This is an optimization exercise on Yosys and OpenROAD, whose aim is small area, not a production implementation.
The RTL was checked by simulation tests, not by an equivalence proof against the original design.
The clock cells of runs 4 to 6 come from the design's own scripts or RTL, not from TritonCTS.
No driver is modelled on the clock port, so clock power and skew are understated where the tree is cut down; a real chip needs a root buffer or a tree.
Power and IR drop assume default switching activity.

### flow/design.v
module owc_phy (
    input  wire       clk,
    input  wire       busy,        
    input  wire       rmode,       
    input  wire       w0,          
    input  wire       hold,        
    input  wire       oe,          
    output wire       ss,          
    output wire       rel_ev,      
    output wire       samp_ev,     
    output wire       end_ev,      
    output reg  [2:0] bitn
);
    reg [9:0] cnt;
    assign ss = ~oe & (cnt == 10'd0);
    assign rel_ev = oe & (rmode ? (&cnt[8:5] & bitn[2]) :
                          w0    ? (&cnt[8:5] & cnt[2]) :
                                  (cnt[5] & cnt[4] & cnt[2]));
    assign samp_ev = rmode ? ((cnt == 10'd541) & (bitn == 3'd0)) :
                             (cnt[7] & ~cnt[8] & (cnt[6:0] == 7'd0));
    assign end_ev = rmode ? (&cnt[9:6] & cnt[0]) : (cnt[9] & cnt[6]);
    wire run  = busy & ~hold;
    wire cinc = ~rmode | (&bitn);
    always @(posedge clk) begin
        if (!busy) begin
            cnt  <= 10'd0;
            bitn <= 3'd0;
        end else if (run) begin
            if (end_ev)
                cnt <= 10'd0;
            else if (cinc)
                cnt <= cnt + 10'd1;
            if (rmode ^ end_ev)
                bitn <= bitn + 3'd1;
        end
    end
endmodule
module owc (
    input  wire        clk,
    input  wire        rst_n,
    input  wire        host_req,
    input  wire        host_we,
    input  wire [6:0]  host_addr,
    input  wire [1:0]  host_size,
    input  wire [31:0] host_wdata,
    output reg  [31:0] host_rdata,
    output wire        host_err,
    output reg         ow_oe,
    input  wire        ow_in,
    output wire        irq
);
    localparam [2:0] RC_OK = 3'd0, RC_DNF = 3'd1, RC_BADPARAM = 3'd2,
                     RC_OPERR = 3'd3, RC_ILLEGAL = 3'd4;
    reg [15:0] cmd_q;           
    reg        cmd_v;
    reg        busy;
    reg        done;
    reg [2:0]  result;
    reg        present;
    reg        ready;
    reg        ovr;
    reg        ie;
    reg [7:0]  rxdata;          
    reg        rx_v;
    reg [71:0] dsr;             
    reg [12:0] traw;            
    reg [9:0]  volt;
    reg [10:0] curr;
    reg [7:0]  cap;
    reg        temp_v, volt_v, curr_v, cap_v;
    reg [4:0]  step;
    reg        phase;           
    wire [7:0] op  = cmd_q[15:8];
    wire [7:0] arg = cmd_q[7:0];
    wire op01 = (op == 8'h01);
    wire raw  = (op[7:3] == 5'd0) && (op[2:0] >= 3'd2) && (op[2:0] <= 3'd5);
    wire rawr = raw && op[0];                      
    wire rbit = (op == 8'h02) || (op == 8'h03);    
    wire pgop = (op[7:1] == 7'h08);                
    wire op2x = (op[7:3] == 5'h04);                
    wire cvr  = op2x && (op[2:1] == 2'b10);        
    wire mut  = (op[7:3] == 5'h06) && (op[2:0] <= 3'd4);
    wire dec  = (op[7:2] == 6'h10);                
    wire legal = op01 || raw || pgop || op2x || mut || dec;
    wire f_read  = (op == 8'h10) || (op2x && (op[2:1] != 2'b00) && !(cvr && !phase)) ||
                   (mut && !phase);
    wire f_write = (op == 8'h11) || (mut && phase);
    wire f_conv  = (op2x && (op[2:1] == 2'b00)) || (cvr && !phase);
    wire [2:0] bitn;
    wire arg_bit = arg[bitn];
    wire pg_bit  = pgop ? arg_bit : ((op == 8'h27) && (bitn == 3'd0));
    function cb(input [7:0] b, input [2:0] i);
        cb = b[i];
    endfunction
    reg a_rst, a_w, a_r, wb;
    always @(*) begin
        a_rst = 1'b0;
        a_w   = 1'b0;
        a_r   = 1'b0;
        wb    = 1'b0;
        if (op01) begin
            a_rst = (step == 5'd0);
        end else if (raw) begin
            a_w = (step == 5'd0) && !op[0];
            a_r = (step == 5'd0) && op[0];
            wb  = arg_bit;
        end else if (f_read) begin
            case (step)
                5'd0, 5'd4: a_rst = 1'b1;
                5'd1, 5'd5: begin a_w = 1'b1; wb = cb(8'hCC, bitn); end
                5'd2:       begin a_w = 1'b1; wb = cb(8'hB8, bitn); end
                5'd6:       begin a_w = 1'b1; wb = cb(8'hBE, bitn); end
                5'd3, 5'd7: begin a_w = 1'b1; wb = pg_bit; end
                default:    a_r = (step <= 5'd16);
            endcase
        end else if (f_write) begin
            case (step)
                5'd0, 5'd13: a_rst = 1'b1;
                5'd1, 5'd14: begin a_w = 1'b1; wb = cb(8'hCC, bitn); end
                5'd2:        begin a_w = 1'b1; wb = cb(8'h4E, bitn); end
                5'd15:       begin a_w = 1'b1; wb = cb(8'h48, bitn); end
                5'd3, 5'd16: begin a_w = 1'b1; wb = pg_bit; end
                default: begin
                    a_w = (step <= 5'd12);
                    wb  = dsr[0];
                end
            endcase
        end else if (f_conv) begin
            case (step)
                5'd0: a_rst = 1'b1;
                5'd1: begin a_w = 1'b1; wb = cb(8'hCC, bitn); end
                5'd2: begin a_w = 1'b1; wb = op[0] ? cb(8'h44, bitn) : cb(8'hB4, bitn); end
                default: ;
            endcase
        end
    end
    wire a_end = !(a_rst || a_w || a_r);
    wire ss, rel_ev, samp_ev, end_ev;
    wire hold = ss && a_end;
    owc_phy u_phy (
        .clk     (clk),
        .busy    (busy),
        .rmode   (a_rst),
        .w0      (a_w && !wb),
        .hold    (hold),
        .oe      (ow_oe),
        .ss      (ss),
        .rel_ev  (rel_ev),
        .samp_ev (samp_ev),
        .end_ev  (end_ev),
        .bitn    (bitn)
    );
    assign host_err = host_req && ((host_size != 2'b10) || (host_addr[1:0] != 2'b00));
    wire       wr   = host_req && host_we && !host_err;
    wire [4:0] widx = host_addr[6:2];
    wire wr_cmd    = wr && (widx == 5'd0);
    wire wr_status = wr && (widx == 5'd1);
    wire wr_ctrl   = wr && (widx == 5'd2);
    wire accept    = wr_cmd && !busy;
    wire first   = (step == 5'd0) && !phase && (bitn == 3'd0);
    wire prev_rst = !raw && (bitn == 3'd0) && ((step == 5'd1) || (f_read && (step == 5'd5)) ||
                             (f_write && (step == 5'd14)));
    wire [1:0] bs = !busy ? 2'd0 :
                    ow_oe ? (a_rst ? 2'd1 : 2'd3) :
                    ss    ? (first ? 2'd0 : prev_rst ? 2'd2 : 2'd3) :
                            (a_rst ? 2'd2 : 2'd3);
    wire [7:0]  tb2 = traw[12:5];
    wire [4:0]  tf  = traw[4:0];
    wire [12:0] tval = tb2[7] ? ({tb2, 5'd0} - {8'd0, tf}) : traw;
    always @(*) begin
        case (widx)
            5'd0:  host_rdata = {16'd0, cmd_q & {16{cmd_v}}};
            5'd1:  host_rdata = {22'd0, bs, ovr, ready, present, result, done, busy};
            5'd2:  host_rdata = {31'd0, ie};
            5'd3:  host_rdata = {24'd0, rxdata & {8{rx_v}}};
            5'd4:  host_rdata = {24'd0, dsr[7:0]};
            5'd5:  host_rdata = {24'd0, dsr[15:8]};
            5'd6:  host_rdata = {24'd0, dsr[23:16]};
            5'd7:  host_rdata = {24'd0, dsr[31:24]};
            5'd8:  host_rdata = {24'd0, dsr[39:32]};
            5'd9:  host_rdata = {24'd0, dsr[47:40]};
            5'd10: host_rdata = {24'd0, dsr[55:48]};
            5'd11: host_rdata = {24'd0, dsr[63:56]};
            5'd12: host_rdata = {24'd0, dsr[71:64]};
            5'd16: host_rdata = {{19{tb2[7] & temp_v}}, tval & {13{temp_v}}};
            5'd17: host_rdata = {22'd0, volt & {10{volt_v}}};
            5'd18: host_rdata = {{21{curr[10] & curr_v}}, curr & {11{curr_v}}};
            5'd19: host_rdata = {24'd0, cap & {8{cap_v}}};
            default: host_rdata = 32'd0;
        endcase
    end
    assign irq = ie & done;
    wire busy_bit = op[0] ? dsr[4] : dsr[6];
    wire bad_op   = !legal || dec || (pgop && (arg[7:3] != 5'd0)) || (raw && !present);
    wire [2:0] bad_code = !legal ? RC_ILLEGAL : dec ? RC_OK :
                          (pgop && (arg[7:3] != 5'd0)) ? RC_BADPARAM : RC_DNF;
    wire at_ss  = busy && ss;
    wire ss_end = at_ss && a_end && !bad_op;
    wire to_wr  = ss_end && mut && !phase;
    wire to_rd  = ss_end && cvr && !phase;
    wire repoll = ss_end && cvr && phase && busy_bit;
    wire fin_ok = ss_end && !to_wr && !to_rd && !repoll;
    wire fin_bad = at_ss && bad_op;
    wire rst_fail = busy && end_ev && a_rst && !present && !op01;
    wire fin = fin_ok || fin_bad || rst_fail;
    wire [2:0] fin_code = fin_bad ? bad_code :
                          rst_fail ? ((mut && phase) ? RC_OPERR : RC_DNF) : RC_OK;
    wire start  = at_ss && !a_end && !bad_op;
    wire byte_end = busy && end_ev && !a_rst && ((bitn == 3'd7) || rbit);
    wire step_inc = (busy && end_ev && a_rst && !rst_fail) || byte_end;
    wire wr_temp = busy && ((op == 8'h25) || (op == 8'h40));
    wire wr_volt = busy && ((op == 8'h24) || (op == 8'h41));
    wire wr_curr = busy && ((op == 8'h26) || (op == 8'h42));
    wire wr_cap  = busy && ((op == 8'h27) || (op == 8'h43));
    wire wr_rdy  = busy && (op >= 8'h22) && (op <= 8'h25);
    wire [9:0]  cm = {dsr[49:48], dsr[47:40]};
    wire        cneg = (dsr[55:50] != 6'd0);
    wire sh_rd = busy && samp_ev && a_r && f_read;
    wire sh_wr = busy && end_ev && a_w && f_write && (step >= 5'd4) && (step <= 5'd12);
    wire [1:0] mpos = op[2:1];
    wire       mval = op[2] ? arg[0] : ~op[0];
    integer k;
    always @(posedge clk or negedge rst_n) begin
        if (!rst_n) begin
            cmd_v   <= 1'b0;
            busy    <= 1'b0;
            done    <= 1'b0;
            result  <= RC_OK;
            present <= 1'b0;
            ready   <= 1'b0;
            ovr     <= 1'b0;
            ie      <= 1'b0;
            rx_v    <= 1'b0;
            dsr     <= 72'd0;
            temp_v  <= 1'b0;
            volt_v  <= 1'b0;
            curr_v  <= 1'b0;
            cap_v   <= 1'b0;
            ow_oe   <= 1'b0;
        end else begin
            if (wr_status) begin
                if (host_wdata[1]) done <= 1'b0;
                if (host_wdata[7]) ovr  <= 1'b0;
            end
            if (wr_ctrl)
                ie <= host_wdata[0];
            if (wr_cmd && busy)
                ovr <= 1'b1;
            if (accept) begin
                cmd_v <= 1'b1;
                busy  <= 1'b1;
                done  <= 1'b0;
            end
            for (k = 0; k < 9; k = k + 1)
                if (wr && !busy && (widx == 5'd4 + k))
                    dsr[8*k +: 8] <= host_wdata[7:0];
            if (start)
                ow_oe <= 1'b1;
            if (busy && rel_ev)
                ow_oe <= 1'b0;
            if (busy && samp_ev && a_rst)
                present <= ~ow_in;
            if (busy && samp_ev && a_r && raw)
                rx_v <= 1'b1;
            if (sh_rd)
                dsr <= {ow_in, dsr[71:1]};
            if (sh_wr)
                dsr <= {dsr[0], dsr[71:1]};
            if (to_wr) begin
                case (mpos)
                    2'd0: dsr[0] <= mval;
                    2'd1: dsr[1] <= mval;
                    default: dsr[3] <= mval;
                endcase
            end
            if (wr_rdy)
                ready <= ~busy_bit;
            if (wr_temp) temp_v <= 1'b1;
            if (wr_volt) volt_v <= 1'b1;
            if (wr_curr) curr_v <= 1'b1;
            if (wr_cap)  cap_v  <= 1'b1;
            if (fin) begin
                result <= fin_code;
                busy   <= 1'b0;
                done   <= 1'b1;
            end
        end
    end
    always @(posedge clk) begin
        if (accept)
            cmd_q <= host_wdata[15:0];
        if (busy && samp_ev && a_r && raw) begin
            if (rbit)
                rxdata <= {7'd0, ow_in};
            else
                rxdata <= {ow_in, rxdata[7:1]};
        end
        if (wr_temp) traw <= {dsr[23:16], dsr[15:11]};
        if (wr_volt) volt <= {dsr[33:32], dsr[31:24]};
        if (wr_curr) curr <= cneg ? (11'd0 - {1'b0, cm}) : {1'b0, cm};
        if (wr_cap)  cap  <= dsr[39:32];
        if (!busy) begin
            step  <= 5'd0;
            phase <= 1'b0;
        end else begin
            if (step_inc)
                step <= step + 5'd1;
            if (to_wr || to_rd || repoll)
                step <= 5'd0;
            if (to_wr || to_rd)
                phase <= 1'b1;
        end
    end
endmodule
### flow/flow/run.sh
#!/bin/bash
# Own layout flow: the standard ORFS flow (standard.sh) with these changes.
#  1. Synthesis maps the logic with an area-oriented ABC script (abc_area.script
#     here, used through a copy of the ORFS scripts folder) and buffers
#     pass-through outputs with the smallest buffer, without the adder cell
#     mapping (ADDER_MAP_FILE empty); everything else about
#     synthesis (synth_recipe.tcl, flatten, renaming) is the standard one.
#  2. Port buffers use the smallest buffer cell.
#  3. Clock tree synthesis uses clkbuf_8 and no dummy loads.
# Each step's full output goes to a log file in this folder.
set -euo pipefail
W=$PWD
rm -rf "$W/scripts_area"
cp -r "$FLOW_HOME/scripts" "$W/scripts_area"
cp "$W/flow/abc_area.script" "$W/scripts_area/abc_area.script"

bash standard.sh synth SCRIPTS_DIR="$W/scripts_area" ABC_AREA=1 \
  MIN_BUF_CELL_AND_PORTS="sky130_fd_sc_hd__buf_1 A X" ADDER_MAP_FILE= > "$W/synth.log" 2>&1

bash standard.sh finish \
  BUFFER_PORTS_ARGS="-buffer_cell sky130_fd_sc_hd__buf_1" \
  CTS_ARGS="-sink_clustering_enable -repair_clock_nets -dont_use_dummy_load -buf_list sky130_fd_sc_hd__clkbuf_8" \
  > "$W/layout.log" 2>&1
### flow/flow/abc_area.script
strash
balance -l
resub -K 6 -l
rewrite -l
resub -K 6 -N 2 -l
refactor -l
resub -K 8 -l
balance -l
resub -K 8 -N 2 -l
rewrite -l
resub -K 10 -l
rewrite -z -l
resub -K 10 -N 2 -l
balance -l
resub -K 12 -l
refactor -z -l
resub -K 12 -N 2 -l
rewrite -z -l
balance -l
balance -l
resub -K 6 -l
rewrite -l
resub -K 6 -N 2 -l
refactor -l
resub -K 8 -l
balance -l
resub -K 8 -N 2 -l
rewrite -l
resub -K 10 -l
rewrite -z -l
resub -K 10 -N 2 -l
balance -l
resub -K 12 -l
refactor -z -l
resub -K 12 -N 2 -l
rewrite -z -l
balance -l
&get -n
&dch -f
&nf -p -F 8 -R 1000 -E 50
&put
### flow/standard.sh
#!/bin/bash
# synth_recipe.tcl (not shown) runs the flow's synth.tcl, then flattens the netlist and writes it again
# the make line also repeats each setting of config.mk as NAME=value (left out here)
make -C /OpenROAD-flow-scripts/flow DESIGN_CONFIG=/design/flow/config.mk WORK_HOME=/design/flow/orfs CLKGATE_MAP_FILE= SYNTH_SCRIPT=/design/flow/synth_recipe.tcl "${@:-finish}"
### flow/config.mk
export PLATFORM = sky130hd
export DESIGN_NAME = owc
export DESIGN_NICKNAME = owc
export VERILOG_FILES = /design/flow/design.v
export SDC_FILE = /design/flow/constraint.sdc
export NUM_CORES = 4
export LEC_CHECK = 0
export CAP_MARGIN = 20
export CORE_MARGIN = 2
export CORE_UTILIZATION = 65
export PLACE_DENSITY = 0.75
export SLEW_MARGIN = 20
### flow/constraint.sdc
create_clock -name core_clock -period 125.0 [get_ports {clk}]
set_input_delay 25.0000 -clock core_clock [delete_from_list [all_inputs] [get_ports {clk}]]
set_output_delay 25.0000 -clock core_clock [all_outputs]
set_load 0.01 [all_outputs]
==> flow_summary.ini, run 1 <==
[status]
status = complete, no violations

[timing]
tns_ns = 0
layout_setup_ws_ns = 72.13
worst_pin_slew_ns = 1.260
setup_viol = 0
fmax_ghz = 0.01891
relSlewSlack = 0.1584
rsz0062_at_grt = no
hold_viol = 0
clock_skew_ns = 0.02391
post-route-period-util = 0.4230
final_max_slew_viol_count = 0
fin_crit_ns = 52.87

[floorplanning]
die_w_um = 118.2
coreArea_sq_um = 12670
die_area_sq_um = 13980
row_count = 41
ioPinCount = 81
die_h_um = 118.2
initial_utilization = 0.6695

[clock_network]
htree_levels = 4
cts_buffers = 17
cts_tree = done
clkTransAtPathRegs_ns = 0.09
post_cts_buffers = 0
clkLatencyLatePin_ns = 0.47
clock_path_buffers = 2
cts.sinks = 173
cts_hold_buf = 0
cts_resized = 0
cts_root_buffer = clkbuf_8

[final_layout]
diodes = 0
final_cell_mix = 96 x nand2_1, 88 x o21ai_0, 88 x dfrtp_1, 66 x a21oi_1, 66 x edfxtp_1
final_common_cell = nand2_1
n_fill_cell = 936
layout-drive-gt1-share = 0.03792
syn2layout_area_growth_pct = 8.791
design_area_sq_um = 9229
nNetsFinal = 971
instances_no_fill = 1095

[power_and_ir_drop]
p_int_uw = 72.38
combPwrFrac = 0.043
switching_share = 0.2263
seq_power_share = 0.643
p_leak_nw = 3.301
power.density_nw_per_um2 = 10.14
ir_worst_vdd_mv = 0.009184
pwr-share-clk = 0.314
switching_power_uw = 21.17

[synth]
synth.distinct_cells = 59
syn_area_sq_um = 8483
syn_inst = 846
synth-edff-count = 66
syn_area_per_cell_sq_um = 10.03
async_reset_ff_frac = 0.5087
syn_nets = 892
synthFlopType = dfrtp_1
ys_warn_count = 2
ys_seq_area_frac = 0.5381
yosys_register_bits = 173

[detailed_routing]
drc = 0
first_iter_violations = 1372
ant_nets = 0
vias = 7935
dr.pass1.iters = 8
wire_per_inst_um = 24.92
wirelength_um = 27290
vias_per_cell = 7.247

[place]
dpl.hpwl_um = 19460
io_buffers = 64
dp_cells = 1078
placed_area_sq_um = 8980
gp_congestion = 0.9901
post-place-ws_ns = 72.03

[setup_path]
critPathMaxFanout = 16
cp.arrival_ns = 27.87
endpoint = host_rdata[3]
required_ns = 100.00
reg2regPathDepth = 19
r2r_end = dsr[1]$_DFF_PN0_
setup.worst_path.class = input pin to primary output
crit-reg2reg-launch = cmd_q[8]$_DFFE_PP_
end_kind = primary output
reg2reg_slack_ns = 119.59
start_kind = input pin
worstSetupStartpoint = host_addr[3]

[global_routing]
grt_usage = 0.3970
grt_pass1_wl_um = 41820
grt_pass1_vias = 7347
grt_max_degree = 91
antenna_found_initial = 0
grt.overflow.total = 0

[hold_path]
hp-class = flip-flop to flip-flop
min_from = cmd_v$_DFFE_PN0P_

[run]
maxCapViolCount = 0
cell type report:
class | count | area [sq um] | share of cell area
Sequential cell | 173 | 4564 | 0.4946
Multi-Input combinational cell | 640 | 3817 | 0.4136
Timing Repair Buffer | 75 | 330.3 | 0.03579
Clock buffer | 17 | 234.0 | 0.02535
Tap cell | 172 | 215.2 | 0.02332
Inverter | 18 | 67.56 | 0.007321
logic make-up after synthesis:
kind of cell    count (synthesis)  share of synthesized area
compound gates                302                     0.2363
xor+xnor                       19                    0.01962
buf+inv                        33                    0.01460
flops                         173                     0.5381
mux                             6                    0.01047
simple gates                  313                     0.1810
per-layer routing:
metal / part of all wire / track usage / wire length, um / up-vias
met1: 0.38 / 0.5522 / 10310 / 3760
met5: 0 / 0 / 0 / -
met2: 0.43 / 0.5762 / 11780 / 621
met4: 0.052 / 0.1845 / 1423 / 0
met3: 0.14 / 0.1178 / 3769 / 125
li1: - / - / - / 3429
worst max-delay path, stage by stage:
cell and delay [ns]:
buf_1 0.16, nor4_1 0.74, nor2b_1 0.33, and2_1 0.72, a222oi_1 0.16, nand4_1 0.24
a21oi_1 0.08, nand3_1 0.12, a221o_1 0.15, buf_1 0.16
worst min-delay path by stage:
stage,slack [ns],end,cells after the start
finish,0.48,cmd_v$_DFFE_PN0P_,1
global route,0.50,curr_v$_DFFE_PN0P_,1
CTS,0.49,cmd_v$_DFFE_PN0P_,1
detailed placement,0.46,cmd_v$_DFFE_PN0P_,1
global placement,0.45,result[0]$_DFFE_PN0P_,2
floorplan,0.43,cap_v$_DFFE_PN0P_,1
flip-flops by register name (all words and copies together), names as in the netlist, 3 cells and up:
register / count
cap: 8
cmd_q: 16
curr: 11
dsr: 72
result: 3
rxdata: 8
step: 5
traw: 13
u_phy.bitn: 3
u_phy.cnt: 10
volt: 10
cell usage after synthesis (4+ instances only):
library cell  count  share of area
and2_0            7         0.0052
and3_1           12         0.0088
nand2b_1         10         0.0074
xnor2_1          16          0.017
a211oi_1          6         0.0053
dfxtp_1          19          0.045
clkinv_1         18         0.0080
a222oi_1         22          0.026
a22o_1            7         0.0072
nor4b_1           4         0.0041
a221oi_1          8         0.0083
o21a_1            4         0.0035
nand3b_1          6         0.0053
or3_1             8         0.0059
dfrtp_1          88           0.26
nand3_1          26          0.015
a221o_1          13          0.015
a22oi_1          48          0.042
o31a_1            5         0.0052
nor2_1           63          0.028
o21ai_0          88          0.052
edfxtp_1         66           0.23
nor3_1           29          0.017
nor2b_1          18          0.013
or2_0             7         0.0052
nand2_1          96          0.042
nor4_1           12         0.0088
buf_1            15         0.0066
a21oi_1          66          0.039
a31oi_1           8         0.0059
metrics by stage:
step                      hold slack (ns)    util  total power, mW
after floorplan                    0.4345       -          0.06259
after global placement             0.4531  0.7087          0.06492
after detailed placement           0.4633  0.7087          0.06514
after CTS                          0.4871  0.7272          0.09319
after global routing               0.5008  0.7284          0.09589
final                              0.4817  0.7284          0.09356
power groups by stage:
stage                     Sequential (mW)  Combinational (mW)  Clock (mW)
after global routing               0.0601             0.00438      0.0314
after floorplan                    0.0609             0.00171           0
after CTS                          0.0601             0.00389      0.0292
after detailed placement           0.0612             0.00389           0
after global placement             0.0612             0.00372           0
final                              0.0601             0.00404      0.0294
==> run 2: changes to the inputs <==
==> flow/flow/run.sh (replaced) <==
#!/bin/bash
# Own layout flow: the standard ORFS flow (standard.sh) with these changes.
#  1. Synthesis maps the logic with area-oriented ABC scripts (abc_*.script
#     here, used through copies of the ORFS scripts folder). Each script is
#     tried in a scratch synthesis, and the one giving the smallest cell area
#     is used for the real synthesis. Pass-through outputs are buffered with
#     the smallest buffer and the adder cell mapping is off (ADDER_MAP_FILE
#     empty); everything else about synthesis (synth_recipe.tcl, flatten,
#     renaming) is the standard one.
#  2. Port buffers use the smallest buffer cell.
#  3. Clock tree synthesis uses clkbuf_8 and no dummy loads.
# Each step's full output goes to a log file in this folder.
set -euo pipefail
W=$PWD
SYN=(ABC_AREA=1 MIN_BUF_CELL_AND_PORTS="sky130_fd_sc_hd__buf_1 A X" ADDER_MAP_FILE=)

mkdir -p "$W/tries"
for s in "$W"/flow/abc_*.script; do
  n=$(basename "$s" .script)
  rm -rf "$W/tries/$n"; mkdir -p "$W/tries/$n"
  cp -r "$FLOW_HOME/scripts" "$W/tries/$n/scripts"
  cp "$s" "$W/tries/$n/scripts/abc_area.script"
done
for s in "$W"/flow/abc_*.script; do
  n=$(basename "$s" .script)
  ( bash standard.sh synth SCRIPTS_DIR="$W/tries/$n/scripts" WORK_HOME="$W/tries/$n/orfs" \
      "${SYN[@]}" > "$W/tries/$n/synth.log" 2>&1 || true ) &
  while [ "$(jobs -r | wc -l)" -ge 4 ]; do sleep 1; done
done
wait
best=""; best_a=""
for s in "$W"/flow/abc_*.script; do
  n=$(basename "$s" .script)
  f="$W/tries/$n/orfs/reports/sky130hd/owc/base/synth_stat.txt"
  [ -f "$f" ] || continue
  a=$(awk '/Chip area for module/ {print $NF}' "$f")
  echo "$n $a" >> "$W/tries/areas.txt"
  if [ -z "$best" ] || awk -v a="$a" -v b="$best_a" 'BEGIN {exit !(a < b)}'; then best=$n; best_a=$a; fi
done
echo "best: $best $best_a" >> "$W/tries/areas.txt"

rm -rf "$W/scripts_area"
cp -r "$FLOW_HOME/scripts" "$W/scripts_area"
cp "$W/flow/$best.script" "$W/scripts_area/abc_area.script"

bash standard.sh synth SCRIPTS_DIR="$W/scripts_area" "${SYN[@]}" > "$W/synth.log" 2>&1

bash standard.sh finish \
  BUFFER_PORTS_ARGS="-buffer_cell sky130_fd_sc_hd__buf_1" \
  CTS_ARGS="-sink_clustering_enable -repair_clock_nets -dont_use_dummy_load -buf_list sky130_fd_sc_hd__clkbuf_8" \
  > "$W/layout.log" 2>&1
==> flow/flow/abc_m5.script (new file) <==
strash
dc2
balance -l
resub -K 6 -l
rewrite -l
resub -K 6 -N 2 -l
refactor -l
resub -K 8 -l
balance -l
resub -K 8 -N 2 -l
rewrite -l
resub -K 10 -l
rewrite -z -l
resub -K 10 -N 2 -l
balance -l
resub -K 12 -l
refactor -z -l
resub -K 12 -N 2 -l
rewrite -z -l
balance -l
balance -l
resub -K 6 -l
rewrite -l
resub -K 6 -N 2 -l
refactor -l
resub -K 8 -l
balance -l
resub -K 8 -N 2 -l
rewrite -l
resub -K 10 -l
rewrite -z -l
resub -K 10 -N 2 -l
balance -l
resub -K 12 -l
refactor -z -l
resub -K 12 -N 2 -l
rewrite -z -l
balance -l
&get -n
&dch -f
&nf -p -F 16 -A 8 -R 1000 -C 32 -E 50
&put
==> flow/flow/abc_m6.script (new file) <==
strash
balance -l
resub -K 6 -l
rewrite -l
resub -K 6 -N 2 -l
refactor -l
resub -K 8 -l
balance -l
resub -K 8 -N 2 -l
rewrite -l
resub -K 10 -l
rewrite -z -l
resub -K 10 -N 2 -l
balance -l
resub -K 12 -l
refactor -z -l
resub -K 12 -N 2 -l
rewrite -z -l
balance -l
balance -l
resub -K 6 -l
rewrite -l
resub -K 6 -N 2 -l
refactor -l
resub -K 8 -l
balance -l
resub -K 8 -N 2 -l
rewrite -l
resub -K 10 -l
rewrite -z -l
resub -K 10 -N 2 -l
balance -l
resub -K 12 -l
refactor -z -l
resub -K 12 -N 2 -l
rewrite -z -l
balance -l
&get -n
&dch
&nf -p -F 16 -A 8 -R 1000 -C 32
&put
==> flow/flow/abc_n3.script (new file) <==
strash
balance -l
resub -K 6 -l
rewrite -l
resub -K 6 -N 2 -l
refactor -l
resub -K 8 -l
balance -l
resub -K 8 -N 2 -l
rewrite -l
resub -K 10 -l
rewrite -z -l
resub -K 10 -N 2 -l
balance -l
resub -K 12 -l
refactor -z -l
resub -K 12 -N 2 -l
rewrite -z -l
balance -l
balance -l
resub -K 6 -l
rewrite -l
resub -K 6 -N 2 -l
refactor -l
resub -K 8 -l
balance -l
resub -K 8 -N 2 -l
rewrite -l
resub -K 10 -l
rewrite -z -l
resub -K 10 -N 2 -l
balance -l
resub -K 12 -l
refactor -z -l
resub -K 12 -N 2 -l
rewrite -z -l
balance -l
&get -n
&dch -f
&nf -p -F 16 -A 8 -R 1000 -C 32
&put
==> flow/flow/abc_n4.script (new file) <==
strash
balance -l
resub -K 6 -l
rewrite -l
resub -K 6 -N 2 -l
refactor -l
resub -K 8 -l
balance -l
resub -K 8 -N 2 -l
rewrite -l
resub -K 10 -l
rewrite -z -l
resub -K 10 -N 2 -l
balance -l
resub -K 12 -l
refactor -z -l
resub -K 12 -N 2 -l
rewrite -z -l
balance -l
balance -l
resub -K 6 -l
rewrite -l
resub -K 6 -N 2 -l
refactor -l
resub -K 8 -l
balance -l
resub -K 8 -N 2 -l
rewrite -l
resub -K 10 -l
rewrite -z -l
resub -K 10 -N 2 -l
balance -l
resub -K 12 -l
refactor -z -l
resub -K 12 -N 2 -l
rewrite -z -l
balance -l
&get -n
&dch -f
&nf -p -F 8 -R 1000 -E 50
&put
==> flow/flow/abc_n7.script (new file) <==
strash
dc2
balance -l
resub -K 6 -l
rewrite -l
resub -K 6 -N 2 -l
refactor -l
resub -K 8 -l
balance -l
resub -K 8 -N 2 -l
rewrite -l
resub -K 10 -l
rewrite -z -l
resub -K 10 -N 2 -l
balance -l
resub -K 12 -l
refactor -z -l
resub -K 12 -N 2 -l
rewrite -z -l
balance -l
balance -l
resub -K 6 -l
rewrite -l
resub -K 6 -N 2 -l
refactor -l
resub -K 8 -l
balance -l
resub -K 8 -N 2 -l
rewrite -l
resub -K 10 -l
rewrite -z -l
resub -K 10 -N 2 -l
balance -l
resub -K 12 -l
refactor -z -l
resub -K 12 -N 2 -l
rewrite -z -l
balance -l
&get -n
&dch -f
&nf -p -F 8 -R 1000 -L 8
&put
==> flow/flow/abc_n8.script (new file) <==
strash
balance -l
resub -K 6 -l
rewrite -l
resub -K 6 -N 2 -l
refactor -l
resub -K 8 -l
balance -l
resub -K 8 -N 2 -l
rewrite -l
resub -K 10 -l
rewrite -z -l
resub -K 10 -N 2 -l
balance -l
resub -K 12 -l
refactor -z -l
resub -K 12 -N 2 -l
rewrite -z -l
balance -l
balance -l
resub -K 6 -l
rewrite -l
resub -K 6 -N 2 -l
refactor -l
resub -K 8 -l
balance -l
resub -K 8 -N 2 -l
rewrite -l
resub -K 10 -l
rewrite -z -l
resub -K 10 -N 2 -l
balance -l
resub -K 12 -l
refactor -z -l
resub -K 12 -N 2 -l
rewrite -z -l
balance -l
&get -n
&dch -f
&nf -p -F 8 -R 1000 -k
&put
removed: flow/flow/abc_area.script
==> run 2 against run 1 <==
Net effect:
- clock skew increased by 0.0083 ns
- power down 0.81%
- critical path type unchanged
- critical path depth decreased by 2
- non-clock buffer count stayed put
- fmax decreased by 0.26%
- still clean
- via count decreased by 1.3%
- clock power is essentially flat
- cell count fell by 3.4%
==> flow_summary.ini, run 2 <==
[timing]
final_max_slew_viol_count = 0
worst_pin_slew_ns = 1.115
fin_crit_ns = 53.01
relSlewSlack = 0.2500
tns_ns = 0
hold_viol = 0
fmax_ghz = 0.01886
post-route-period-util = 0.4241
hold_ws_ns = 0.4677
rsz0062_at_grt = no
clock_skew_ns = 0.03222
layout_setup_ws_ns = 71.99
setup_viol = 0

[synth]
ys_warn_count = 2
synth_common_cells = 93 x o21ai_0, 88 x dfrtp_1, 87 x a22oi_1
syn_nets = 855
synth_top_area_frac = 0.2633
synth-edff-count = 66
syn_area_sq_um = 8364
synth_largest_area_cell = dfrtp_1
ys_seq_area_frac = 0.5457
synthFlopType = dfrtp_1
synth.distinct_cells = 58
yosys_register_bits = 173
synth_most_common_cell = o21ai_0
async_reset_ff_frac = 0.5087
synthTopCellsByArea = dfrtp_1 26%, edfxtp_1 24%, a22oi_1 7.8%
syn_inst = 809
syn_area_per_cell_sq_um = 10.34

[detailed_routing]
first_iter_violations = 1410
wire_per_inst_um = 26.03
vias_per_cell = 7.405
dr.pass1.iters = 10
wirelength_um = 27540
ant_nets = 0
vias = 7835
drc = 0

[final_layout]
largest_reg_flops = 72
layout-drive-gt1-share = 0.04176
final_cell_mix = 93 x o21ai_0, 88 x dfrtp_1, 87 x a22oi_1, 85 x nand2_1, 66 x edfxtp_1
regMostFlops = dsr
diodes = 0
reg.largest.list = dsr (72), cmd_q (16), traw (13)
design_area_sq_um = 9124
syn2layout_area_growth_pct = 9.080
nNetsFinal = 934
final_common_cell = o21ai_0

[clock_network]
cts_root_buffer = clkbuf_8
clkLatencyLatePin_ns = 0.48
clock_path_buffers = 2
cts_tree = done
clkTransAtPathRegs_ns = 0.08
cts_buffers = 17
post_cts_buffers = 0
cts.sinks = 173
cts_resized = 0
cts_hold_buf = 0
htree_levels = 4

[floorplanning]
ioPinCount = 81
coreArea_sq_um = 12570
die_w_um = 117.4
row_count = 41
die_h_um = 117.4
initial_utilization = 0.6655
die_area_sq_um = 13790

[power_and_ir_drop]
power.density_nw_per_um2 = 10.17
p_leak_nw = 3.286
power_uw = 92.80
ir_worst_vdd_mv = 0.01008

[global_routing]
grt_pass1_vias = 7445
grt_pass1_wl_um = 42710
grt.overflow.total = 0
grt_max_degree = 82
grt_usage = 0.4085
antenna_found_initial = 0

[place]
post-place-ws_ns = 71.91
gp_congestion = 0.9712
dpl.hpwl_um = 19920
placed_area_sq_um = 8877
io_buffers = 64

[setup_path]
required_ns = 100.00
start_kind = input pin
cp.arrival_ns = 28.01
setup.worst_path.class = input pin to primary output
end_kind = primary output
critPathMaxFanout = 16

[status]
status = complete, no violations

[run]
maxCapViolCount = 0

[hold_path]
hp-class = flip-flop to flip-flop
[run 2: cell types whose count changed in the layout (fill, tap and decap cells not counted), sizes merged, moves of 5 or more]
cell,delta
a22oi,+39
o21ai,+5
and3,-6
nor2,-6
a221o,-12
nand4,+9
nand2,-11
a21oi,-30
a22o,-5
nand3,-5
clkinv,-9
[run 2: routing by layer]
layer	vias up	routed length [um]	GRT usage	part of all wire
met4	0	1806	0.2267	0.066
met5	-	0	0	0
met2	643	12950	0.6561	0.47
met1	3709	9550	0.5218	0.35
met3	144	3232	0.08463	0.12
li1	3339	-	-	-
[run 2: where the power goes]
part	internal, mW	switching (mW)
clock network	0.0120	0.0172
logic	0.000949	0.00259
registers	0.0592	0.000857
total	0.0721	0.0207
[run 2: logic make-up after synthesis]
kind of cell           count (synthesis)  synth area share
XOR/XNOR                              20           0.02094
AND/OR/NAND/NOR                      281            0.1635
flip-flops                           173            0.5457
AO/OA/AOI/OAI                        302            0.2447
buffers and inverters                 24           0.01077
multiplexers                           9           0.01436
[run 2: final timing paths]
kind | slack, ns | start | depth (start not counted) | to
max | 71.99 | host_addr[5] | 8 | host_rdata[7]
min | 0.47 | cmd_v$_DFFE_PN0P_ | 1 | cmd_v$_DFFE_PN0P_
max reg2reg | 119.56 | cmd_q[9]$_DFFE_PP_ | 14 | dsr[71]$_DFFE_PN0P_
min reg2reg | 0.47 | cmd_v$_DFFE_PN0P_ | 1 | cmd_v$_DFFE_PN0P_
max in group asynchronous | 99.38 | rst_n | 2 | dsr[1]$_DFF_PN0_
min in group asynchronous | 24.49 | rst_n | 1 | dsr[35]$_DFFE_PN0P_
[run 2: final cells by class]
type | count | area, sq um
multi-input cells | 612 | 3750
inverters | 9 | 33.78
repair buffers | 75 | 326.6
fillers | 903 | 3445
flip-flops and latches | 173 | 4564
clock buffers | 17 | 234.0
well taps | 172 | 215.2
[run 2: metrics by stage]
step / utilization / std cells
floorplan: - / 809
finish: 0.7259 / 1058
detailed placement: 0.7063 / 1041
global placement: 0.7063 / 1041
global route: 0.7259 / 1058
CTS: 0.7249 / 1058
[run 2: worst max-delay path: stages]
cell and delay, ns:
buf_1 0.18, nor4_1 0.94, nor2b_1 0.28, and2_1 0.75, a222oi_1 0.20, and4_1 0.29, o2111ai_1 0.17, buf_1 0.19
==> run 3: changes to the inputs <==
--- a/flow/flow/run.sh
+++ b/flow/flow/run.sh
@@ -8,7 +8,11 @@
 #     empty); everything else about synthesis (synth_recipe.tcl, flatten,
 #     renaming) is the standard one.
 #  2. Port buffers use the smallest buffer cell.
-#  3. Clock tree synthesis uses clkbuf_8 and no dummy loads.
+#  3. Clock tree synthesis is a simple two-level tree (cts.tcl here, a copy of
+#     the ORFS step with clock_tree_synthesis replaced): the clock port drives
+#     two clkbuf_8, which drive one clkbuf_8 per balanced region of at most 17
+#     flip-flops. The rest of the CTS step (legalisation, timing repair) is
+#     unchanged.
 # Each step's full output goes to a log file in this folder.
 set -euo pipefail
 W=$PWD
@@ -42,10 +46,12 @@
 rm -rf "$W/scripts_area"
 cp -r "$FLOW_HOME/scripts" "$W/scripts_area"
 cp "$W/flow/$best.script" "$W/scripts_area/abc_area.script"
+cp "$W/flow/cts.tcl" "$W/scripts_area/cts.tcl"
 
 bash standard.sh synth SCRIPTS_DIR="$W/scripts_area" "${SYN[@]}" > "$W/synth.log" 2>&1
 
-bash standard.sh finish \
+bash standard.sh finish SCRIPTS_DIR="$W/scripts_area" \
   BUFFER_PORTS_ARGS="-buffer_cell sky130_fd_sc_hd__buf_1" \
-  CTS_ARGS="-sink_clustering_enable -repair_clock_nets -dont_use_dummy_load -buf_list sky130_fd_sc_hd__clkbuf_8" \
+  MYCTS_ROOTS=2 MYCTS_ROOT_BUF=sky130_fd_sc_hd__clkbuf_8 \
+  MYCTS_LEAF_BUF=sky130_fd_sc_hd__clkbuf_8 MYCTS_SINKS_PER_LEAF=17 \
   > "$W/layout.log" 2>&1
==> flow/flow/cts.tcl (new file) <==
utl::set_metrics_stage "cts__{}"
source $::env(SCRIPTS_DIR)/load.tcl
source $::env(SCRIPTS_DIR)/lec_check.tcl
erase_non_stage_variables cts
load_design 3_place.odb 3_place.sdc
source_step_tcl PRE CTS

# Clone clock tree inverters next to register loads
# so cts does not try to buffer the inverted clocks.
repair_clock_inverters

proc save_progress { stage } {
  puts "Run 'make gui_$stage.odb' to load progress snapshot"
  orfs_write_db $::env(RESULTS_DIR)/$stage.odb
  orfs_write_sdc $::env(RESULTS_DIR)/$stage.sdc
}

# Run CTS
set cts_args [list \
  -sink_clustering_enable \
  -repair_clock_nets]

append_env_var cts_args CTS_BUF_DISTANCE -distance_between_buffers 1
append_env_var cts_args CTS_CLUSTER_SIZE -sink_clustering_size 1
append_env_var cts_args CTS_CLUSTER_DIAMETER -sink_clustering_max_diameter 1
append_env_var cts_args CTS_BUF_LIST -buf_list 1
append_env_var cts_args CTS_LIB_NAME -library 1


if { [env_var_exists_and_non_empty CTS_ARGS] } {
  set cts_args $::env(CTS_ARGS)
}

set_dont_use $::env(DONT_USE_CELLS)

# Simple clock tree: the clock port drives a few clock buffers directly, each
# buffer drives the flip-flops of one region. Regions are balanced: the sinks
# are split at the median x, then each half at the median y (recursively).
proc mycts_split {sinks n} {
  # sinks: list of {iterm x y}; returns list of groups
  if {$n <= 1 || [llength $sinks] < 2} { return [list $sinks] }
  set xs [lmap s $sinks {lindex $s 1}]; set ys [lmap s $sinks {lindex $s 2}]
  set dx [expr {[tcl::mathfunc::max {*}$xs] - [tcl::mathfunc::min {*}$xs]}]
  set dy [expr {[tcl::mathfunc::max {*}$ys] - [tcl::mathfunc::min {*}$ys]}]
  set k [expr {$dx >= $dy ? 1 : 2}]
  set sorted [lsort -integer -index $k $sinks]
  set n1 [expr {$n / 2}]
  set cut [expr {([llength $sorted] * $n1) / $n}]
  set a [lrange $sorted 0 [expr {$cut - 1}]]
  set b [lrange $sorted $cut end]
  return [concat [mycts_split $a $n1] [mycts_split $b [expr {$n - $n1}]]]
}

proc mycts {clk_port nleaf bufname} {
  set db [ord::get_db]
  set block [ord::get_db_block]
  set master [$db findMaster $bufname]
  set bterm [$block findBTerm $clk_port]
  set clknet [$bterm getNet]
  set sinks {}
  foreach it [$clknet getITerms] {
    set inst [$it getInst]
    set bb [$inst getBBox]
    set x [expr {([$bb xMin] + [$bb xMax]) / 2}]
    set y [expr {([$bb yMin] + [$bb yMax]) / 2}]
    lappend sinks [list $it $x $y]
  }
  puts "mycts: [llength $sinks] sinks, $nleaf leaf buffers $bufname"
  set i 0
  foreach g [mycts_split $sinks $nleaf] {
    set inst [odb::dbInst_create $block $master "clkbuf_leaf_$i"]
    set net [odb::dbNet_create $block "clknet_leaf_$i"]
    $net setSigType CLOCK
    set sx 0; set sy 0
    foreach s $g {
      set it [lindex $s 0]
      $it disconnect
      $it connect $net
      set sx [expr {$sx + [lindex $s 1]}]; set sy [expr {$sy + [lindex $s 2]}]
    }
    [$inst findITerm A] connect $clknet
    [$inst findITerm X] connect $net
    set cx [expr {$sx / [llength $g]}]; set cy [expr {$sy / [llength $g]}]
    $inst setLocation $cx $cy
    $inst setPlacementStatus PLACED
    puts "mycts: leaf $i drives [llength $g] sinks at ($cx, $cy)"
    incr i
  }
}

# Two levels: nroot buffers driven by the clock port, each driving some of the
# nleaf leaf buffers (leaf groups are split the same balanced way).
proc mycts2 {clk_port nroot rootbuf nleaf leafbuf} {
  set db [ord::get_db]
  set block [ord::get_db_block]
  set bterm [$block findBTerm $clk_port]
  set clknet [$bterm getNet]
  mycts $clk_port $nleaf $leafbuf
  # leaf buffers now hang on clknet; split them among root buffers
  set leaves {}
  foreach it [$clknet getITerms] {
    set inst [$it getInst]
    set bb [$inst getBBox]
    lappend leaves [list $it [expr {([$bb xMin] + [$bb xMax]) / 2}] [expr {([$bb yMin] + [$bb yMax]) / 2}]]
  }
  set master [$db findMaster $rootbuf]
  set i 0
  foreach g [mycts_split $leaves $nroot] {
    set inst [odb::dbInst_create $block $master "clkbuf_root_$i"]
    set net [odb::dbNet_create $block "clknet_root_$i"]
    $net setSigType CLOCK
    set sx 0; set sy 0
    foreach s $g {
      set it [lindex $s 0]
      $it disconnect
      $it connect $net
      set sx [expr {$sx + [lindex $s 1]}]; set sy [expr {$sy + [lindex $s 2]}]
    }
    [$inst findITerm A] connect $clknet
    [$inst findITerm X] connect $net
    $inst setLocation [expr {$sx / [llength $g]}] [expr {$sy / [llength $g]}]
    $inst setPlacementStatus PLACED
    puts "mycts: root $i drives [llength $g] leaf buffers"
    incr i
  }
}

# Clock tree: the clock port drives MYCTS_ROOTS clock buffers, which drive
# leaf clock buffers, each driving one balanced region of at most
# MYCTS_SINKS_PER_LEAF sinks.
set nsinks [llength [[[ord::get_db_block] findBTerm clk] getNet] getITerms]]
set nleaf [expr {($nsinks + $::env(MYCTS_SINKS_PER_LEAF) - 1) / $::env(MYCTS_SINKS_PER_LEAF)}]
mycts2 clk $::env(MYCTS_ROOTS) $::env(MYCTS_ROOT_BUF) $nleaf $::env(MYCTS_LEAF_BUF)
set_propagated_clock [all_clocks]


utl::push_metrics_stage "cts__{}__pre_repair_timing"
log_cmd estimate_parasitics -placement
if { $::env(DETAILED_METRICS) } {
  report_metrics 4 "cts pre-repair-timing"
}
utl::pop_metrics_stage

set_placement_padding -global \
  -left $::env(CELL_PAD_IN_SITES_DETAIL_PLACEMENT) \
  -right $::env(CELL_PAD_IN_SITES_DETAIL_PLACEMENT)

set result [catch { detailed_placement } msg]
if { $result != 0 } {
  save_progress 4_1_error
  error "Detailed placement failed in CTS: $msg"
}

log_cmd estimate_parasitics -placement

if { $::env(CTS_SNAPSHOTS) } {
  save_progress 4_1_pre_repair_hold_setup
}

if { !$::env(SKIP_CTS_REPAIR_TIMING) } {
  if { $::env(EQUIVALENCE_CHECK) } {
    write_eqy_verilog 4_before_rsz.v
  }
  if { $::env(LEC_CHECK) } {
    write_lec_verilog 4_before_rsz_lec.v
  }

  repair_timing_helper

  if { $::env(EQUIVALENCE_CHECK) } {
    run_equivalence_test
  }
  if { $::env(LEC_CHECK) } {
    write_lec_verilog 4_after_rsz_lec.v
    run_lec_test 4_rsz 4_before_rsz_lec.v 4_after_rsz_lec.v
  }

  set result [catch { detailed_placement } msg]
  if { $result != 0 } {
    save_progress 4_1_error
    error "Detailed placement failed in CTS: $msg"
  }

  check_placement -verbose
}

report_metrics 4 "cts final"

source_step_tcl POST CTS

orfs_write_db $::env(RESULTS_DIR)/4_1_cts.odb
orfs_write_sdc $::env(RESULTS_DIR)/4_cts.sdc
==> run 3 against run 2 <==
Net effect:
- the flow now stops in 4_1_cts
- synthesized area stayed put
- synthesized cell count stayed put
==> flow_summary.ini, run 3 <==
[synth]
synth_largest_area_cell = dfrtp_1
synth_common_cells = 93 x o21ai_0, 88 x dfrtp_1, 87 x a22oi_1
ys_warn_count = 2
syn_inst = 809
synth-edff-count = 66
ys_seq_area_frac = 0.5457
synth_top_area_frac = 0.2633
synthTopCellsByArea = dfrtp_1 26%, edfxtp_1 24%, a22oi_1 7.8%
syn_area_per_cell_sq_um = 10.34
synthFlopType = dfrtp_1
syn_nets = 855
yosys_register_bits = 173
synth.distinct_cells = 58
syn_area_sq_um = 8364
async_reset_ff_frac = 0.5087
synth_most_common_cell = o21ai_0

[floorplanning]
die_w_um = 117.4
initial_utilization = 0.6655
die_h_um = 117.4
row_count = 41
ioPinCount = 81

[status]
status = aborted with a tool error
stop_stage = 4_1_cts
error_line = Error: cts.tcl, 131 wrong # args: should be "llength list"

[place]
placed_area_sq_um = 8877
io_buffers = 64
dpl.hpwl_um = 19920
gp_congestion = 0.9712
run 3: power groups by stage:
stage	Clock, mW	Sequential, mW	Combinational, mW
after detailed placement	0	0.0611	0.00343
after global placement	0	0.0611	0.00331
after floorplan	0	0.0607	0.00140
run 3: metrics by stage:
stage / setup WS [ns] / std cells
after global placement: 71.94 / 1041
after floorplan: 73.09 / 809
after detailed placement: 71.91 / 1041
run 3: how the worst max path moves through the flow:
stage / end / slack (ns) / cells after the start
global placement: host_rdata[7] / 71.94 / 8
floorplan: host_rdata[17] / 73.09 / 5
detailed placement: host_rdata[7] / 71.91 / 8
run 3: cell families after synthesis:
logic type / Yosys count / synth area share
simple gates: 281 / 0.1635
xor+xnor: 20 / 0.02094
mux: 9 / 0.01436
buf+inv: 24 / 0.01077
compound gates: 302 / 0.2447
flops: 173 / 0.5457
==> run 4: changes to the inputs <==
--- a/flow/flow/cts.tcl
+++ b/flow/flow/cts.tcl
@@ -128,7 +128,7 @@
 # Clock tree: the clock port drives MYCTS_ROOTS clock buffers, which drive
 # leaf clock buffers, each driving one balanced region of at most
 # MYCTS_SINKS_PER_LEAF sinks.
-set nsinks [llength [[[ord::get_db_block] findBTerm clk] getNet] getITerms]]
+set nsinks [llength [[[[ord::get_db_block] findBTerm clk] getNet] getITerms]]
 set nleaf [expr {($nsinks + $::env(MYCTS_SINKS_PER_LEAF) - 1) / $::env(MYCTS_SINKS_PER_LEAF)}]
 mycts2 clk $::env(MYCTS_ROOTS) $::env(MYCTS_ROOT_BUF) $nleaf $::env(MYCTS_LEAF_BUF)
 set_propagated_clock [all_clocks]
--- a/flow/config.mk
+++ b/flow/config.mk
@@ -5,8 +5,8 @@
 export SDC_FILE = /design/flow/constraint.sdc
 export NUM_CORES = 4
 export LEC_CHECK = 0
-export CAP_MARGIN = 20
+export CAP_MARGIN = 5
 export CORE_MARGIN = 2
 export CORE_UTILIZATION = 65
 export PLACE_DENSITY = 0.75
-export SLEW_MARGIN = 20
+export SLEW_MARGIN = 5
==> run 4 against run 3 <==
Net effect:
- synthesized cell count is the same
- the run now finishes clean
- synthesized area is the same
==> flow_summary.ini, run 4 <==
[status]
status = complete, no violations

[global_routing]
grt_usage = 0.3947
grt.overflow.total = 0
antenna_found_initial = 0
grt_max_degree = 82
grt_pass1_wl_um = 42660
grt_pass1_vias = 7452

[clock_network]
post_cts_buffers = 0
clkLatencyLatePin_ns = 0.36
clkTransAtPathRegs_ns = 0.09
cts_resized = 0
cts_hold_buf = 0

[power_and_ir_drop]
p_leak_nw = 3.248
ir_worst_vdd_mv = 0.008007
power.density_nw_per_um2 = 9.917

[setup_path]
crit_chain = buf_1, nor4_1, nor2b_1, and2_0, a222oi_1, and4_1, o2111ai_1, buf_1
cp_common_cell = buf_1
cp.arrival_ns = 28.26
setup.worst_path.class = input pin to primary output
required_ns = 100.00
critPathMaxFanout = 16
critPathMaxStageDelay_ns = 0.98
end_kind = primary output
worst_path_max_delay_cell = and2_0
start_kind = input pin

[final_layout]
final_util = 0.7206
seqCellArea_sq_um = 4564
regMostFlops = dsr
final_cell_mix = 93 x o21ai_0, 88 x dfrtp_1, 87 x a22oi_1, 85 x nand2_1, 66 x edfxtp_1
reg.largest.list = dsr (72), cmd_q (16), traw (13)
largest_reg_flops = 72
multi_input_area_sq_um = 3737
diodes = 0
syn2layout_area_growth_pct = 8.272
final_common_cell = o21ai_0
layout-drive-gt1-share = 0.03741
n_fill_cell = 906
nNetsFinal = 930

[floorplanning]
die_w_um = 117.4
row_count = 41
coreArea_sq_um = 12570
die_area_sq_um = 13790
die_h_um = 117.4
initial_utilization = 0.6655
ioPinCount = 81

[synth]
synth.distinct_cells = 58
syn_inst = 809
ys_seq_area_frac = 0.5457
synthTopCellsByArea = dfrtp_1 26%, edfxtp_1 24%, a22oi_1 7.8%
synth-edff-count = 66
async_reset_ff_frac = 0.5087
synth_largest_area_cell = dfrtp_1
synth_most_common_cell = o21ai_0
syn_nets = 855
yosys_register_bits = 173
synthFlopType = dfrtp_1
synth_common_cells = 93 x o21ai_0, 88 x dfrtp_1, 87 x a22oi_1
syn_area_per_cell_sq_um = 10.34
synth_top_area_frac = 0.2633
syn_area_sq_um = 8364
ys_warn_count = 2

[timing]
relSlewSlack = 0.1189
fin_crit_ns = 53.26
hold_viol = 0
rsz0062_at_grt = no
post-route-period-util = 0.4261
setup_viol = 0
fmax_ghz = 0.01878
tns_ns = 0
final_max_slew_viol_count = 0
clock_skew_ns = 0.03383
worst_pin_slew_ns = 1.316

[hold_path]
hp-class = flip-flop to flip-flop

[detailed_routing]
vias = 7937
ant_nets = 0
vias_per_cell = 7.530
first_iter_violations = 1291
dr.pass1.iters = 10
wire_per_inst_um = 26.22
drc = 0
wirelength_um = 27640

[place]
io_buffers = 64
dpl.hpwl_um = 19920
gp_congestion = 0.9712

[run]
maxCapViolCount = 0
-- run 4: cell counts after synthesis --
Identical to the previous run, type by type.
-- run 4: cell type report --
type	count	share of cell area
timing repair buffer	75	0.03606
buffer	13	0.01976
tap	172	0.02376
inverter	9	0.003730
sequential	173	0.5040
multi-input combinational	612	0.4127
-- run 4: cell families (layout without fill, tap and decap cells) --
logic type | count (synthesis) | after routing | synth area share
AO/OA/AOI/OAI | 302 | 302 | 0.2447
XOR/XNOR | 20 | 20 | 0.02094
multiplexers | 9 | 9 | 0.01436
flip-flops | 173 | 173 | 0.5457
buffers and inverters | 24 | 97 | 0.01077
AND/OR/NAND/NOR | 281 | 281 | 0.1635
-- run 4: per-stage QoR --
step / hold WS, ns / std cells / cell area, sq um / setup slack (ns) / total power, mW
2_1_floorplan: 0.4268 / 809 / 8364 / 73.09 / 0.06213
3_3_place_gp: 0.4421 / 1041 / 8877 / 71.94 / 0.06438
3_5_place_dp: 0.4520 / 1041 / 8877 / 71.91 / 0.06454
4_1_cts: 0.4762 / 1054 / 9056 / 71.89 / 0.08974
5_1_grt: 0.5124 / 1054 / 9056 / 71.68 / 0.09202
6_report: 0.4738 / 1054 / 9056 / 71.74 / 0.08981
-- run 4: worst paths after layout --
kind                                    startpoint             endpoint  slack, ns  cells past startpoint
max in group asynchronous                    rst_n  dsr[16]$_DFFE_PN0P_      99.27                      2
worst min-delay path             cmd_v$_DFFE_PN0P_    cmd_v$_DFFE_PN0P_       0.47                      1
worst max-delay path                  host_addr[5]        host_rdata[7]      71.74                      8
worst max register to register  cmd_q[9]$_DFFE_PP_  dsr[71]$_DFFE_PN0P_     119.72                     14
worst min register to register   cmd_v$_DFFE_PN0P_    cmd_v$_DFFE_PN0P_       0.47                      1
min in group asynchronous                    rst_n  dsr[32]$_DFFE_PN0P_      24.62                      1
-- run 4: worst max-delay path: cells and delay by family --
family                 cells  cell delay, ns
AO/OA/AOI/OAI              2            0.38
AND/OR/NAND/NOR            4            2.49
buffers and inverters      2            0.38
-- run 4: layer usage --
layer	vias to the layer above	track usage	routed length, um
met1	3726	0.5181	9643
li1	3330	-	-
met3	156	0.04669	3140
met5	-	0	0
met4	0	0.1958	1775
met2	725	0.6561	13080
-- run 4: power breakdown --
part           switching (mW)  internal [mW]  total (mW)
clock                  0.0168        0.00947      0.0263
sequential           0.000845         0.0591      0.0600
combinational         0.00261       0.000950     0.00356
total                  0.0203         0.0695      0.0898
==> run 5: changes to the inputs <==
--- a/flow/config.mk
+++ b/flow/config.mk
@@ -7,6 +7,6 @@
 export LEC_CHECK = 0
 export CAP_MARGIN = 5
 export CORE_MARGIN = 2
-export CORE_UTILIZATION = 65
-export PLACE_DENSITY = 0.75
+export CORE_UTILIZATION = 72
+export PLACE_DENSITY = 0.82
 export SLEW_MARGIN = 5
==> run 5 against run 4 <==
Net effect:
- still clean
- sequential power barely moved
- cell area down 0.43%
- clock power about the same
- clock skew increased by 0.0065 ns
- synthesized area is the same
- setup slack improved by 0.12 ns
- hold slack lost 0.0039 ns
- first-iteration DRC count up 20%
- combinational power barely moved
- routed wire length shrank 0.73%
- power about the same
- critical path type unchanged
- largest cell class unchanged
==> flow_summary.ini, run 5 <==
[global_routing]
antenna_found_initial = 0
grt_pass1_wl_um = 42310
grt_usage = 0.4367
grt_pass1_vias = 7530
grt.overflow.total = 0
grt_max_degree = 82

[setup_path]
crit-reg2reg-launch = cmd_q[8]$_DFFE_PP_
setup.worst_path.class = input pin to primary output
end_kind = primary output
reg2regPathDepth = 14
critPathMaxFanout = 16
r2r_end = dsr[31]$_DFFE_PN0P_
reg2reg_slack_ns = 119.69
crit_chain = buf_1, nor4_1, nor2b_1, and2_0, a222oi_1, and4_1, o2111ai_1, buf_1
worst_path_max_delay_cell = and2_0
cp.arrival_ns = 28.15
critPathMaxStageDelay_ns = 0.92
cp_common_cell = buf_1
required_ns = 100.00
start_kind = input pin

[synth]
syn_area_per_cell_sq_um = 10.34
ys_warn_count = 2
syn_nets = 855
synth.distinct_cells = 58
synth_largest_area_cell = dfrtp_1
synth_most_common_cell = o21ai_0
yosys_register_bits = 173
async_reset_ff_frac = 0.5087
synthTopCellsByArea = dfrtp_1 26%, edfxtp_1 24%, a22oi_1 7.8%
synth_common_cells = 93 x o21ai_0, 88 x dfrtp_1, 87 x a22oi_1
syn_area_sq_um = 8364
synthFlopType = dfrtp_1
synth-edff-count = 66
synth_top_area_frac = 0.2633
syn_inst = 809
ys_seq_area_frac = 0.5457

[timing]
worst_pin_slew_ns = 1.312
hold_viol = 0
fin_crit_ns = 53.15
post-route-period-util = 0.4252
setup_viol = 0
relSlewSlack = 0.1217
fmax_ghz = 0.01882
final_max_slew_viol_count = 0
clock_skew_ns = 0.04031
tns_ns = 0
rsz0062_at_grt = no

[status]
status = complete, no violations

[final_layout]
regMostFlops = dsr
largest_reg_flops = 72
diodes = 0
design_area_sq_um = 9017
layout-drive-gt1-share = 0.03746
reg.largest.list = dsr (72), cmd_q (16), traw (13)
nNetsFinal = 929
final_common_cell = o21ai_0
final_cell_mix = 93 x o21ai_0, 88 x dfrtp_1, 87 x a22oi_1, 85 x nand2_1, 66 x edfxtp_1
syn2layout_area_growth_pct = 7.809

[detailed_routing]
wire_per_inst_um = 26.80
dr.pass1.iters = 10
drc = 0
vias_per_cell = 7.755
vias = 7941
ant_nets = 0
wirelength_um = 27440
first_iter_violations = 1548

[floorplanning]
coreArea_sq_um = 11370
die_w_um = 111.8
initial_utilization = 0.7357
row_count = 39
ioPinCount = 81
die_area_sq_um = 12490
die_h_um = 111.8

[power_and_ir_drop]
seq_power_share = 0.668
switching_share = 0.2254
pwr-share-clk = 0.292
power.density_nw_per_um2 = 9.957
combPwrFrac = 0.040
p_leak_nw = 3.244
ir_worst_vdd_mv = 0.01011
switching_power_uw = 20.24
p_int_uw = 69.55

[clock_network]
clkLatencyLatePin_ns = 0.36
cts_resized = 0
cts_hold_buf = 0
post_cts_buffers = 0
clkTransAtPathRegs_ns = 0.10

[hold_path]
hp-class = flip-flop to flip-flop
hold_path_end = cmd_v$_DFFE_PN0P_
min_from = cmd_v$_DFFE_PN0P_
whs_path_depth = 1

[place]
io_buffers = 64
placed_area_sq_um = 8838
dpl.hpwl_um = 19450
gp_congestion = 1.100

[run]
maxCapViolCount = 0
run 5: cell count changes in the layout (fill, tap and decap cells not counted), sizes merged:
| cell | previous run | this run |
|---|---|---|
| buf | 74 | 73 |
run 5: power groups by stage:
| stage | sequential, mW | clock, mW | combinational, mW |
|---|---|---|---|
| 2_1_floorplan | 0.0607 | 0 | 0.00140 |
| 3_3_place_gp | 0.0611 | 0 | 0.00331 |
| 3_5_place_dp | 0.0611 | 0 | 0.00348 |
| 4_1_cts | 0.0599 | 0.0258 | 0.00351 |
| 5_1_grt | 0.0600 | 0.0279 | 0.00391 |
| 6_report | 0.0600 | 0.0262 | 0.00357 |
run 5: through the flow:
| step | power (mW) | util | worst slack, ns | hold WS, ns | std cells |
|---|---|---|---|---|---|
| after floorplan | 0.06213 | - | 73.09 | 0.4268 | 809 |
| after global placement | 0.06439 | 0.7774 | 72.06 | 0.4439 | 1011 |
| after detailed placement | 0.06457 | 0.7774 | 71.98 | 0.4492 | 1011 |
| after CTS | 0.08922 | 0.7931 | 71.97 | 0.4719 | 1024 |
| after global routing | 0.09179 | 0.7931 | 71.77 | 0.4909 | 1024 |
| final | 0.08979 | 0.7931 | 71.85 | 0.4699 | 1024 |
run 5: cell type report:
type                            count  area, sq um
Fill cell                         730         2352
Timing Repair Buffer               74        319.1
Sequential cell                   173         4564
Tap cell                          143        178.9
Inverter                            9        33.78
Multi-Input combinational cell    612         3742
Buffer                             13        178.9
run 5: logic make-up after synthesis:
logic type                synth area share
xor gates and xnor gates           0.02094
buffers and inverters              0.01077
and+or+nand+nor                     0.1635
muxes                              0.01436
AOI/OAI and AO/OA                   0.2447
DFF                                 0.5457
run 5: layer usage:
metal / global-route usage / up-vias / routed length, um
li1: - / 3326 / -
met5: 0 / - / 0
met3: 0.07512 / 164 / 3529
met1: 0.5747 / 3724 / 9147
met2: 0.7051 / 727 / 12720
met4: 0.2280 / 0 / 2047
run 5: worst max-delay path by stage:
| stage | start | cells past startpoint | endpoint | slack (ns) |
|---|---|---|---|---|
| floorplan | host_addr[2] | 5 | host_rdata[17] | 73.09 |
| global placement | host_addr[3] | 8 | host_rdata[7] | 72.06 |
| detailed placement | host_addr[5] | 8 | host_rdata[7] | 71.98 |
| CTS | host_addr[5] | 8 | host_rdata[7] | 71.97 |
| global route | host_addr[5] | 9 | host_rdata[3] | 71.77 |
| finish | host_addr[5] | 8 | host_rdata[7] | 71.85 |
run 5: worst max-delay path, delay by kind of cell:
| kind | cells | cell delay (ns) |
|---|---|---|
| AO/OA/AOI/OAI | 2 | 0.35 |
| buffers and inverters | 2 | 0.39 |
| AND/OR/NAND/NOR | 4 | 2.40 |
==> run 6: changes to the inputs <==
==> flow/config.mk (replaced) <==
export PLATFORM = sky130hd
export DESIGN_NAME = owc
export DESIGN_NICKNAME = owc
export VERILOG_FILES = /design/flow/design.v
export SDC_FILE = /design/flow/constraint.sdc
export NUM_CORES = 4
export LEC_CHECK = 0
export CAP_MARGIN = 20
export CORE_MARGIN = 2
export CORE_UTILIZATION = 65
export PLACE_DENSITY = 0.75
export SLEW_MARGIN = 20
==> run 6 against run 5 <==
Net effect:
- synthesized cell count is the same
- highest routed layer unchanged
- clock skew shrank 0.0021 ns
- die area grew 10%
- register-to-register slack lost 0.06 ns
- critical path type unchanged
- global-route usage shrank 4.2 points
- sequential share of layout area shrank 0.29 points
- fmax grew 0.23%
==> flow_summary.ini, run 6 <==
[detailed_routing]
vias = 7929
first_iter_violations = 1364
wire_per_inst_um = 26.28
vias_per_cell = 7.523
ant_nets = 0
drc = 0
wirelength_um = 27700
dr.pass1.iters = 11

[synth]
synth-edff-count = 66
async_reset_ff_frac = 0.5087
syn_inst = 809
ys_warn_count = 2
ys_seq_area_frac = 0.5457
synth_most_common_cell = o21ai_0
synth_largest_area_cell = dfrtp_1
synth.distinct_cells = 58
syn_area_sq_um = 8364
syn_nets = 855
syn_area_per_cell_sq_um = 10.34
synth_top_area_frac = 0.2633
yosys_register_bits = 173
synthTopCellsByArea = dfrtp_1 26%, edfxtp_1 24%, a22oi_1 7.8%
synthFlopType = dfrtp_1
synth_common_cells = 93 x o21ai_0, 88 x dfrtp_1, 87 x a22oi_1

[setup_path]
cp.arrival_ns = 28.02
start_kind = input pin
end_kind = primary output
setup.worst_path.class = input pin to primary output
reg2reg_slack_ns = 119.63
required_ns = 100.00
worstSetupStartpoint = host_addr[5]
crit-reg2reg-launch = cmd_q[9]$_DFFE_PP_
critPathMaxFanout = 16

[floorplanning]
ioPinCount = 81
die_h_um = 117.4
initial_utilization = 0.6655
die_area_sq_um = 13790
die_w_um = 117.4
row_count = 41
coreArea_sq_um = 12570

[timing]
hold_viol = 0
tns_ns = 0
fin_crit_ns = 53.02
post-route-period-util = 0.4242
fmax_ghz = 0.01886
final_max_slew_viol_count = 0
rsz0062_at_grt = no
setup_viol = 0
relSlewSlack = 0.2200
clock_skew_ns = 0.03820
worst_pin_slew_ns = 1.159

[final_layout]
syn2layout_area_growth_pct = 8.422
final_common_cell = o21ai_0
diodes = 0
largest_reg_flops = 72
nNetsFinal = 930
layout-drive-gt1-share = 0.03741
design_area_sq_um = 9069
reg.largest.list = dsr (72), cmd_q (16), traw (13)
final_cell_mix = 93 x o21ai_0, 88 x dfrtp_1, 87 x a22oi_1, 85 x nand2_1, 66 x edfxtp_1
final_util = 0.7216
n_fill_cell = 904
regMostFlops = dsr

[hold_path]
min_from = cmd_v$_DFFE_PN0P_
hp-class = flip-flop to flip-flop

[place]
gp_congestion = 0.9712
dpl.hpwl_um = 19920
io_buffers = 64
placed_area_sq_um = 8877

[clock_network]
cts_resized = 0
clkTransAtPathRegs_ns = 0.09
post_cts_buffers = 0
cts_hold_buf = 0
clkLatencyLatePin_ns = 0.37

[run]
maxCapViolCount = 0

[status]
status = complete, no violations

[global_routing]
grt_usage = 0.3947
antenna_found_initial = 0
grt_max_degree = 82
grt_pass1_vias = 7452
grt_pass1_wl_um = 42660
grt.overflow.total = 0

[power_and_ir_drop]
ir_worst_vdd_mv = 0.008012
power.density_nw_per_um2 = 9.897
p_leak_nw = 3.257
-- run 6: changes by cell type in the layout (fill, tap and decap cells not counted), sizes merged --
cell,change
buf,+1
-- run 6: power by group --
| group | internal, mW | leakage, nW | switching, mW |
|---|---|---|---|
| combinational | 0.000950 | 1.25 | 0.00262 |
| clock | 0.00947 | 0.0935 | 0.0167 |
| sequential | 0.0591 | 1.91 | 0.000855 |
| total | 0.0695 | 3.26 | 0.0202 |
-- run 6: worst paths after layout --
check                                            to  cells past startpoint
worst max-delay path                  host_rdata[7]                      8
worst min-delay path              cmd_v$_DFFE_PN0P_                      1
worst max register to register  dsr[34]$_DFFE_PN0P_                     14
worst min register to register    cmd_v$_DFFE_PN0P_                      1
max in group asynchronous       dsr[17]$_DFFE_PN0P_                      2
min in group asynchronous       dsr[32]$_DFFE_PN0P_                      1
-- run 6: per-stage QoR --
step | setup slack (ns) | std cells | hold WS (ns) | power (mW)
detailed placement | 71.91 | 1041 | 0.4520 | 0.06454
floorplan | 73.09 | 809 | 0.4268 | 0.06213
CTS | 71.89 | 1054 | 0.4762 | 0.08974
global placement | 71.94 | 1041 | 0.4421 | 0.06438
finish | 71.98 | 1054 | 0.4698 | 0.08975
global route | 71.95 | 1054 | 0.5115 | 0.09202
-- run 6: cell type report --
type	count	area, sq um	area share
Timing Repair Buffer	75	326.6	0.03601
Sequential cell	173	4564	0.5033
Buffer	13	178.9	0.01973
Multi-Input combinational cell	612	3750	0.4135
Inverter	9	33.78	0.003725
Tap cell	172	215.2	0.02373
-- run 6: kinds of logic after synthesis --
kind of cell / after synthesis / synth area share
compound gates: 302 / 0.2447
simple gates: 281 / 0.1635
flops: 173 / 0.5457
buf+inv: 24 / 0.01077
xor+xnor: 20 / 0.02094
mux: 9 / 0.01436
-- run 6: per-layer routing --
| layer | global-route usage | wire length, um | share of wire | vias up |
|---|---|---|---|---|
| met4 | 0.1958 | 1676 | 0.061 | 0 |
| li1 | - | - | - | 3336 |
| met5 | 0 | 0 | 0 | - |
| met3 | 0.04669 | 3323 | 0.12 | 128 |
| met1 | 0.5181 | 9473 | 0.34 | 3779 |
| met2 | 0.6561 | 13220 | 0.48 | 686 |
-- run 6: critical path: stages --
cell,delay (ns)
buf_1,0.18
nor4_1,0.98
nor2b_1,0.28
and2_1,0.72
a222oi_1,0.19
and4_1,0.30
o2111ai_1,0.17
buf_1,0.19

## re-timing with driven ports
The results above use ideal ports. As a check the final layouts listed here were re-extracted and re-timed, cells and wires unchanged.
Step 1 assumes that a clkbuf_16 drives the clock port and a buf_2 every other input.
Step 2 moves the port delays by t, midway between the first and last clock arrival at a register: inputs arrive t later, outputs are due t later. That takes back most of the time a late clock gives input paths.
a / b / c = no drivers / after step 1 / after step 2; a / b = the first two.
run | t, ns | setup WS [ns] | slew at the worst register clock pin (ns) | cell pins on the clock port's net
run 1 | 0.497 | 72.131 / 72.101 / 72.101 | 0.09 / 0.09 | 1
run 2 | 0.504 | 71.990 / 71.966 / 71.966 | 0.09 / 0.09 | 1
run 4 | 0.396 | 71.738 / 71.711 / 71.711 | 0.10 / 0.10 | 2
run 5 | 0.393 | 71.854 / 71.831 / 71.831 | 0.11 / 0.11 | 2
run 6 | 0.395 | 71.976 / 71.950 / 71.950 | 0.10 / 0.10 | 2
After both steps every run listed still meets setup and hold. The setup slack of run 1, which loses most, moves by -0.030 ns with the drivers and by -0.030 ns with both steps.
